What follows belongs to an exercise in optimizing a design on an open flow for small area, a short achievable clock period and few clock cycles per item; a production flow would make more cautious choices.
In this exercise RTL edits were held to simulation tests only and were not proved equivalent to the original.

==> flow/design.v, too long to show whole: its modules and the start of the top module <==
// module ctp_mul_a0: 618 lines
// module ctp_fmu_a0: 21 lines
// module ctp_mul_a1: 627 lines
// module ctp_fmu_a1: 21 lines
// module ctp_mul_a2: 706 lines
// module ctp_fmu_a2: 21 lines
// module ctp_mul_b0: 460 lines
// module ctp_fmu_b0: 21 lines
// module ctp_mul_b1: 711 lines
// module ctp_fmu_b1: 21 lines
// module ctp_mul_b2: 631 lines
// module ctp_fmu_b2: 21 lines
// module ctp_mul_v: 742 lines
// module ctp_fmu_v: 21 lines
// module ctp_mul_u: 586 lines
// module ctp_fmu_u: 21 lines
// module ctp_bk_add: 41 lines
// module ctp_bk_inc: 32 lines
// module ctp_fmul_pre: 63 lines
// module ctp_fmul_post: 19 lines
// module ctp_fadd2: 92 lines
// module ctp_faddp2: 54 lines
// module ctp_gamut: 158 lines
module ctp_gamut (
    input  wire        clk,
    input  wire        rst,
    input  wire        in_valid,
    output wire        in_ready,
    input  wire [31:0] in_r,
    input  wire [31:0] in_g,
    input  wire [31:0] in_b,
    output wire        out_valid,
    input  wire        out_ready,
    output wire [31:0] out_x0,
    output wire [31:0] out_x1,
    output wire [31:0] out_x2,
    output wire [15:0] out_y
);
  // ...
==> flow/run.sh <==
#!/bin/bash
# synth_recipe.tcl (not shown) runs the flow's synth.tcl, then flattens the netlist and writes it again
# the make line also repeats each setting of config.mk as NAME=value (left out here)
make -C /OpenROAD-flow-scripts/flow DESIGN_CONFIG=/design/flow/config.mk WORK_HOME=/design/flow/orfs CLKGATE_MAP_FILE= SYNTH_SCRIPT=/design/flow/synth_recipe.tcl finish
==> flow/config.mk <==
export PLATFORM = sky130hd
export DESIGN_NAME = ctp_gamut
export DESIGN_NICKNAME = ctp_gamut
export VERILOG_FILES = /design/flow/design.v
export SDC_FILE = /design/flow/constraint.sdc
export NUM_CORES = 4
export LEC_CHECK = 0
export CAP_MARGIN = 20
export CORE_MARGIN = 2
export CORE_UTILIZATION = 40
export SETUP_SLACK_MARGIN = 2
export SLEW_MARGIN = 20
==> flow/constraint.sdc <==
create_clock -name core_clock -period 25.0 [get_ports {clk}]
set_input_delay 5.0000 -clock core_clock [delete_from_list [all_inputs] [get_ports {clk}]]
set_output_delay 5.0000 -clock core_clock [all_outputs]
set_load 0.01 [all_outputs]
==> metrics.yaml, run 1 <==
die_w_um: 701
yosys.area_share.simple_pct: 9.65
critPathLaunchType: "register"
synth_seq_area_share_pct: 39.2
worst_clock_skew_ns: 0.0785
reg2reg_depth: 38
slew_violations: 0
endpoint: "u_u0.rb[21]"
synth-adder-area-share_pct: 23.6
wl_met1_um: 248000
drtAntennaViolNets: 0
async_reset_ff_share_pct: 0
antenna_found_initial: 25
slowest_delay_ns: 0.71
final_core_util_pct: 44.2
sh_seq_area_pct: 35.7
pre_cts_slack_ns: 15.54
hp-class: "register to register"
multi_input_gates: 12200
vias: 135000
grt_pass1_vias: 133000
syn_area_mm2: 0.194
outcome: "no timing/DRC/antenna violations"
busiest_layer: "met2"
dpl_cell_area_mm2: 0.204
cpMostUsedCell: "o21ai_0"
synth_area_leaders: "edfxtp_1, fa_1, ha_1"
via_per_inst: 5.49
grt_max_degree: 150
crit_required_ns: 25.71
Testbench counts, summed over its fixed seeds: cycles 16,072, items 8,000.
==> run 2, diff against run 1 <==
==> flow/flow/run.sh (new file) <==
#!/bin/bash
# The standard layout (the standard.sh, standard synthesis unchanged), with
# timing repair asked to leave extra setup slack so that it shortens the
# critical paths instead of stopping as soon as the 25 ns clock is met.
set -euo pipefail
export SETUP_SLACK_MARGIN="${CTP_SETUP_MARGIN:-17}"
bash standard.sh > standard.log 2>&1
==> flow/standard.sh (new file) <==
#!/bin/bash
# synth_recipe.tcl (not shown) runs the flow's synth.tcl, then flattens the netlist and writes it again
# the make line also repeats each setting of config.mk as NAME=value (left out here)
make -C /OpenROAD-flow-scripts/flow DESIGN_CONFIG=/design/flow/config.mk WORK_HOME=/design/flow/orfs CLKGATE_MAP_FILE= SYNTH_SCRIPT=/design/flow/synth_recipe.tcl "${@:-finish}"
--- a/flow/config.mk
+++ b/flow/config.mk
@@ -9,4 +9,4 @@
 export CORE_MARGIN = 2
 export CORE_UTILIZATION = 40
-export SETUP_SLACK_MARGIN = 2
 export SLEW_MARGIN = 20
+export TNS_END_PERCENT = 5
removed: flow/run.sh
==> run 2 against run 1 <==
Against the previous run: via count rose by 0.96%; maximum frequency rose by 21%; synthesized cell count did not move; setup slack improved by 1.6 ns; routed wire length rose by 2.5%; sequential share of layout area fell by 0.37 points; largest cell class unchanged; highest routed layer unchanged.
==> metrics.yaml, run 2 <==
mostFrequentLayoutCell: "edfxtp_1"
postSynthCellCount: 17800
rows: 255
rsz0062_at_grt: "yes"
synth_seq_area_share_pct: 39.2  # unchanged
drtIter0Drc: 12900
timing.fmax_ghz: 0.125
cp.arrival_ns: 8.63
r2r_start: "pc[2]"
dieArea_mm2: 0.491
endpoint: "u_a2.rsa[30]"
synth_area_per_cell_um2: 10.9
critical_path_class: "register to register"
r2r_slack_ns: 17.01
busiest_layer: "met2"
synth.top_cell.area_share_pct: 38.8
post-route-min-period_ns: 7.99
tightest_slew_ns: 1.28
die_w_um: 701  # unchanged
drtAntennaViolNets: 0  # unchanged
yosysWarnings: 25
io_buffers: 210
ys_types: 115
start_util_pct: 40.2
first_pass_iters: 6
crit_fanout: 38
grt_pass1_wl_um: 864000
final_core_util_pct: 44.7  # +0.47 points
dieHeight_um: 701
yosys_most_used_dff: "edfxtp_1"
use_met1_pct: 32.7
grt_max_degree: 143  # -4.7%
drc: 0
io_pins: 214
finalCritPeriodShare_pct: 31.9
synthTopCellsByCount: "edfxtp_1, inv_1, fa_1"
fin_cells: 24700
cts_tree: "done"
clock-root-buffer: "clkbuf_16"
htreeDepth: 5
coreArea_mm2: 0.483
grt_pass1_vias: 134000  # +0.54%
crit_required_ns: 25.64  # -0.07 ns
outcome: "no timing/DRC/antenna violations"
areaGrowthSynthToFinish_pct: 11.1
clk_pin_slew_ns: 0.06
synth_area_leaders: "edfxtp_1, fa_1, ha_1"
yosys.area.top_type: "edfxtp_1"
critPathLaunchType: "register"
finalSetupViolCount: 0
fin_area_mm2: 0.216
tns_ns: 0
hold_viol_final: 0
grt_use_total_pct: 23.2
end_kind: "register"
vias: 136000  # +0.96%
worst_clock_skew_ns: 0.0915  # +0.0131 ns
reg2reg_depth: 27  # -29%
wl_per_cell_um: 23.5
use_met2_pct: 36.5
drt-total-wl_um: 581000
layout_common_cells: "edfxtp_1, inv_1, fa_1"
hp-class: "register to register"
dp_cells: 24000
use_met3_pct: 3.06
rr_endpoint: "u_a2.rsa[30]"
ys_ff_latch: 2548
largest_register_ffs: 48
clock-sinks: 2548
clk_path_buf_depth: 4
via_per_inst: 5.51  # +0.29%
yosysMostFrequentCell: "edfxtp_1"
syn_area_mm2: 0.194  # unchanged
synth_edf_count: 2508
grt-ovfl-total: 0
maxSlewHeadroom_pct: 14.1
top_register: "u_u.rsa"
drive_gt1_share_pct: 8.13
cp-startpoint: "pc[2]"
hpwl_um: 454000
async_reset_ff_share_pct: 0  # unchanged
cts_buffers: 300
nets: 20800
drv_cap: 0
place_congestion: 0.979
hold_buffers: 0
insertion_delay_ns: 0.99
dpl_cell_area_mm2: 0.204  # about the same
antenna_found_initial: 41  # +64%
slew_violations: 0  # unchanged
[run 2: cell counts after synthesis]
Identical to the previous run, type by type.
[run 2: final cells by class]
class,count,area (um2)
Timing Repair Buffer,589,5400
Inverter,2351,8880
Clock buffer,366,7840
Multi-Input combinational cell,12200,107000
Antenna cell,20,50.0
Sequential cell,2548,76200
Clock inverter,182,2030
Timing Repair inverter,3,15.0
Fill cell,45000,267000
Tap cell,6425,8040
[run 2: worst max-delay path, stage by stage (launching register included)]
cell and delay (ns):
dfxtp_2 0.32, buf_6 0.34, mux2_2 0.36, inv_1 0.23, nand3_1 0.15, a21oi_1 0.05
o41ai_1 0.43, a31oi_1 0.14, a31oi_1 0.20, a211oi_1 0.09, nor3_2 0.32, inv_1 0.09
ha_1 0.22, fa_1 0.41, o21ai_1 0.30, nand3b_1 0.15, o21ai_0 0.10, and2_1 0.28
nor2b_1 0.17, ha_1 0.21, ha_2 0.59, nor2_1 0.14, nand3_1 0.26, fa_1 0.49
fa_1 0.52, inv_1 0.06, fa_1 0.51, fa_1 0.54
[run 2: repair_timing]
action                     CTS  global route
gates cloned                 4            13
setup buffers               37            75
pin swaps                   15            43
setup endpoints to repair  247           292
gates resized for setup    100           119
[run 2: worst min-delay path by stage]
stage,endpoint,cells past startpoint,start
after floorplan,f2[0],0,f1[0]
after global placement,x2b[7],0,x2a[7]
after detailed placement,o_x0[16],0,x0d[16]
after CTS,p02d[29],0,p02[29]
after global routing,p02d[29],0,p02[29]
final,p02d[29],0,p02[29]
[run 2: cell families (layout without fill, tap and decap cells)]
family          after synthesis  after routing  synth area share [%]
buf+inv                    3083           3491                  6.01
simple gates               4073           4077                  9.65
compound gates             3366           3366                  10.9
xor+xnor                    679            679                  3.07
flops                      2548           2548                  39.2
other cells                   2             30               0.00387
mux                        1331           1331                  7.64
fa+ha+maj                  2720           2720                  23.6
[run 2: per-stage QoR]
step,setup WS [ns],hold slack (ns)
after floorplan,15.39,0.400
after global placement,15.40,0.400
after CTS,16.91,0.325
after global routing,16.73,0.353
final,17.01,0.330
after detailed placement,15.19,0.405
[run 2: metal layers]
metal / share of wire, % / wire (um) / up-vias
met1: 44 / 254000 / 67300
li1: - / - / 62600
met5: 0.0095 / 55 / -
met4: 4.2 / 24200 / 10
met3: 6.8 / 39300 / 1037
met2: 45 / 263000 / 5019
==> run 3, diff against run 2 <==
--- a/flow/flow/run.sh
+++ b/flow/flow/run.sh
@@ -4,4 +4,4 @@
 # critical paths instead of stopping as soon as the 25 ns clock is met.
 set -euo pipefail
-export SETUP_SLACK_MARGIN="${CTP_SETUP_MARGIN:-17}"
+export SETUP_SLACK_MARGIN="${CTP_SETUP_MARGIN:-19}"
 bash standard.sh > standard.log 2>&1
--- a/flow/config.mk
+++ b/flow/config.mk
@@ -10,3 +10,3 @@
 export CORE_UTILIZATION = 40
 export SLEW_MARGIN = 20
-export TNS_END_PERCENT = 5
+export TNS_END_PERCENT = 20
==> run 3 against run 2 <==
Against the previous run: critical endpoint is now u_u1.rb[7]; still clean on timing, DRC and antenna; critical path type unchanged; final cell count increased by 2.0%; die area stayed put; largest cell class unchanged; via count grew 2.3%; setup slack gained 0.42 ns.
==> metrics.yaml, run 3 <==
outcome: "no timing/DRC/antenna violations"
ys_ff_latch: 2548  # unchanged
crit_required_ns: 25.73  # +0.09 ns
critical_path_class: "register to register"
rsz0062_at_grt: "yes"
antenna_found_initial: 41  # unchanged
drt-total-wl_um: 595000  # +2.6%
yosys_most_used_dff: "edfxtp_1"
hold_viol_final: 0  # unchanged
io_buffers: 210  # unchanged
grt_pass1_vias: 136000  # +2.0%
vias: 139000  # +2.3%
grt_use_total_pct: 23.6  # +0.45 points
final_core_util_pct: 46.3  # +1.7 points
worst_clock_skew_ns: 0.0960  # +0.00447 ns
yosys.area.top_type: "edfxtp_1"
top_register: "u_u.rsa"
synth_area_per_cell_um2: 10.9  # unchanged
dieArea_mm2: 0.491  # unchanged
syn_area_mm2: 0.194  # unchanged
clock-root-buffer: "clkbuf_16"
rows: 255  # unchanged
ys_types: 115  # unchanged
critPathLaunchType: "register"
finalSetupViolCount: 0  # unchanged
yosysMostFrequentCell: "edfxtp_1"
areaGrowthSynthToFinish_pct: 15.2
layout_common_cells: "edfxtp_1, inv_1, fa_1"
synth_area_leaders: "edfxtp_1, fa_1, ha_1"
finalCritPeriodShare_pct: 30.3  # -1.7 points
drive_gt1_share_pct: 13.3  # +5.2 points
via_per_inst: 5.53  # +0.34%
synth_edf_count: 2508  # unchanged
cpMostUsedCell: "a21oi_2"
slew_violations: 0  # unchanged
crit_fanout: 5  # -87%
die_w_um: 701  # unchanged
drtIter0Drc: 13000  # +0.64%
timing.fmax_ghz: 0.132  # +5.6%
slowest_stage: "or4_4"
async_reset_ff_share_pct: 0  # unchanged
io_pins: 214  # unchanged
postSynthCellCount: 17800  # unchanged
fill_cells: 44300  # -1.7%
place_congestion: 0.979  # unchanged
grt_pass1_wl_um: 880000  # +1.9%
cts_tree: "done"
dieHeight_um: 701  # unchanged
synth.top_cell.area_share_pct: 38.8  # unchanged
coreArea_mm2: 0.483  # unchanged
maxSlewHeadroom_pct: 12.7  # -1.3 points
drtAntennaViolNets: 0  # unchanged
hpwl_um: 454000  # unchanged
tns_ns: 0  # unchanged
start_util_pct: 40.2  # unchanged
wl_per_cell_um: 23.7  # +0.61%
cp.arrival_ns: 8.30  # -0.33 ns
largest_register_ffs: 48  # unchanged
drv_cap: 0  # unchanged
mostFrequentLayoutCell: "edfxtp_1"
hp-class: "register to register"
yosysWarnings: 25  # unchanged
cts_buffers: 300  # unchanged
slowest_delay_ns: 0.55  # -0.04 ns
clock-sinks: 2548  # unchanged
whs_ns: 0.325  # -0.00565 ns
hold_buffers: 0  # unchanged
drc: 0  # unchanged
htreeDepth: 5  # unchanged
synth_seq_area_share_pct: 39.2  # unchanged
clk_path_buf_depth: 4  # unchanged
synthTopCellsByCount: "edfxtp_1, inv_1, fa_1"
first_pass_iters: 8  # +2
grt_max_degree: 143  # unchanged
end_kind: "register"
dpl_cell_area_mm2: 0.204  # unchanged
clk_pin_slew_ns: 0.06  # about the same
insertion_delay_ns: 1.00  # about the same
grt-ovfl-total: 0  # unchanged
tightest_slew_ns: 1.31  # +0.0253 ns
post-route-min-period_ns: 7.56  # -0.424 ns
nets: 21300  # +2.3%
fin_area_mm2: 0.224  # +3.7%
-- run 3: worst paths after layout --
| kind | startpoint | endpoint | slack [ns] | cells past startpoint |
|---|---|---|---|---|
| min reg2reg | p02[29] | p02d[29] | 0.32 | 0 |
| max reg2reg | p02d[26] | u_u1.rb[7] | 17.44 | 36 |
| min | p02[29] | p02d[29] | 0.32 | 0 |
| max | p02d[26] | u_u1.rb[7] | 17.44 | 36 |
-- run 3: logic make-up (layout without fill, tap and decap cells) --
group,after synthesis,after routing,synth area share [%]
AOI/OAI and AO/OA,3366,3366,10.9
buffers and inverters,3083,3969,6.01
xor gates and xnor gates,679,679,3.07
DFF,2548,2548,39.2
and+or+nand+nor,4073,4079,9.65
adders and majority gates,2720,2720,23.6
other,2,30,0.00387
muxes,1331,1333,7.64
-- run 3: per-stage QoR --
| step | instances | worst slack, ns |
|---|---|---|
| final | 25100 | 17.44 |
| after global routing | 25100 | 17.16 |
| after CTS | 24900 | 17.40 |
| after detailed placement | 24000 | 15.19 |
| after global placement | 24000 | 15.40 |
| after floorplan | 17800 | 15.39 |
-- run 3: layout make-up --
class | count | area, um2 | area share (%)
Multi-Input combinational cell | 12200 | 110000 | 49.4
Tap cell | 6425 | 8040 | 3.59
Antenna cell | 20 | 50.0 | 0.0224
Timing Repair inverter | 3 | 15.0 | 0.00671
Sequential cell | 2548 | 76200 | 34.1
Inverter | 2351 | 8940 | 4.00
Timing Repair Buffer | 1067 | 10200 | 4.55
Clock buffer | 366 | 7840 | 3.51
Clock inverter | 182 | 2030 | 0.907
-- run 3: what timing repair did --
| action | 4_1_cts | 5_1_grt |
|---|---|---|
| resized for setup | 528 | 605 |
| setup buffers | 308 | 255 |
| endpoints found under the setup margin | 676 | 737 |
| gates cloned | 41 | 9 |
| pin swaps | 233 | 279 |
| hold endpoints to repair | 0 | 0 |
-- run 3: layer usage --
metal | global-route usage, % | up-vias | wire length [um]
li1 | - | 63500 | -
met5 | 0 | - | 78
met3 | 3.32 | 1208 | 41200
met4 | 9.50 | 14 | 28100
met1 | 33.0 | 68900 | 257000
met2 | 37.0 | 5400 | 269000
-- run 3: worst max-delay path, delay by kind of cell, from the launching register on --
| family | cells | cell delay (ns) |
|---|---|---|
| compound gates | 20 | 3.41 |
| xor+xnor | 1 | 0.14 |
| fa+ha+maj | 4 | 1.19 |
| buf+inv | 6 | 0.56 |
| flops | 1 | 0.39 |
| mux | 2 | 0.61 |
| simple gates | 3 | 1.08 |

[port drivers added, routing unchanged]
Ports are ideal in the flow. The routed layouts listed here were re-timed in OpenROAD.
Step 1: set_driving_cell puts a clkbuf_16 on clk and a buf_2 on each other input, an assumption about the parent block.
Step 2, shift: input delay + t, output delay - t, t = (earliest + latest rising clock arrival at the registers) / 2. This alone moves slack from input paths to output paths.
a / b / c = ideal ports / drivers / drivers and shift; a / b = the first two.
run	t, ns	setup WS [ns]	worst register clock-pin slew, ns	worst slew at a driven data input, ns	pins driven straight from the clock port
run 1	1.062	15.371 / 15.371 / 15.371	0.08 / 0.08	0.05	1
run 2	1.065	17.014 / 17.014 / 17.014	0.07 / 0.07	0.05	1
run 3	1.067	17.437 / 17.437 / 17.437	0.07 / 0.07	0.05	1
After both steps setup and hold are still met in every run listed.
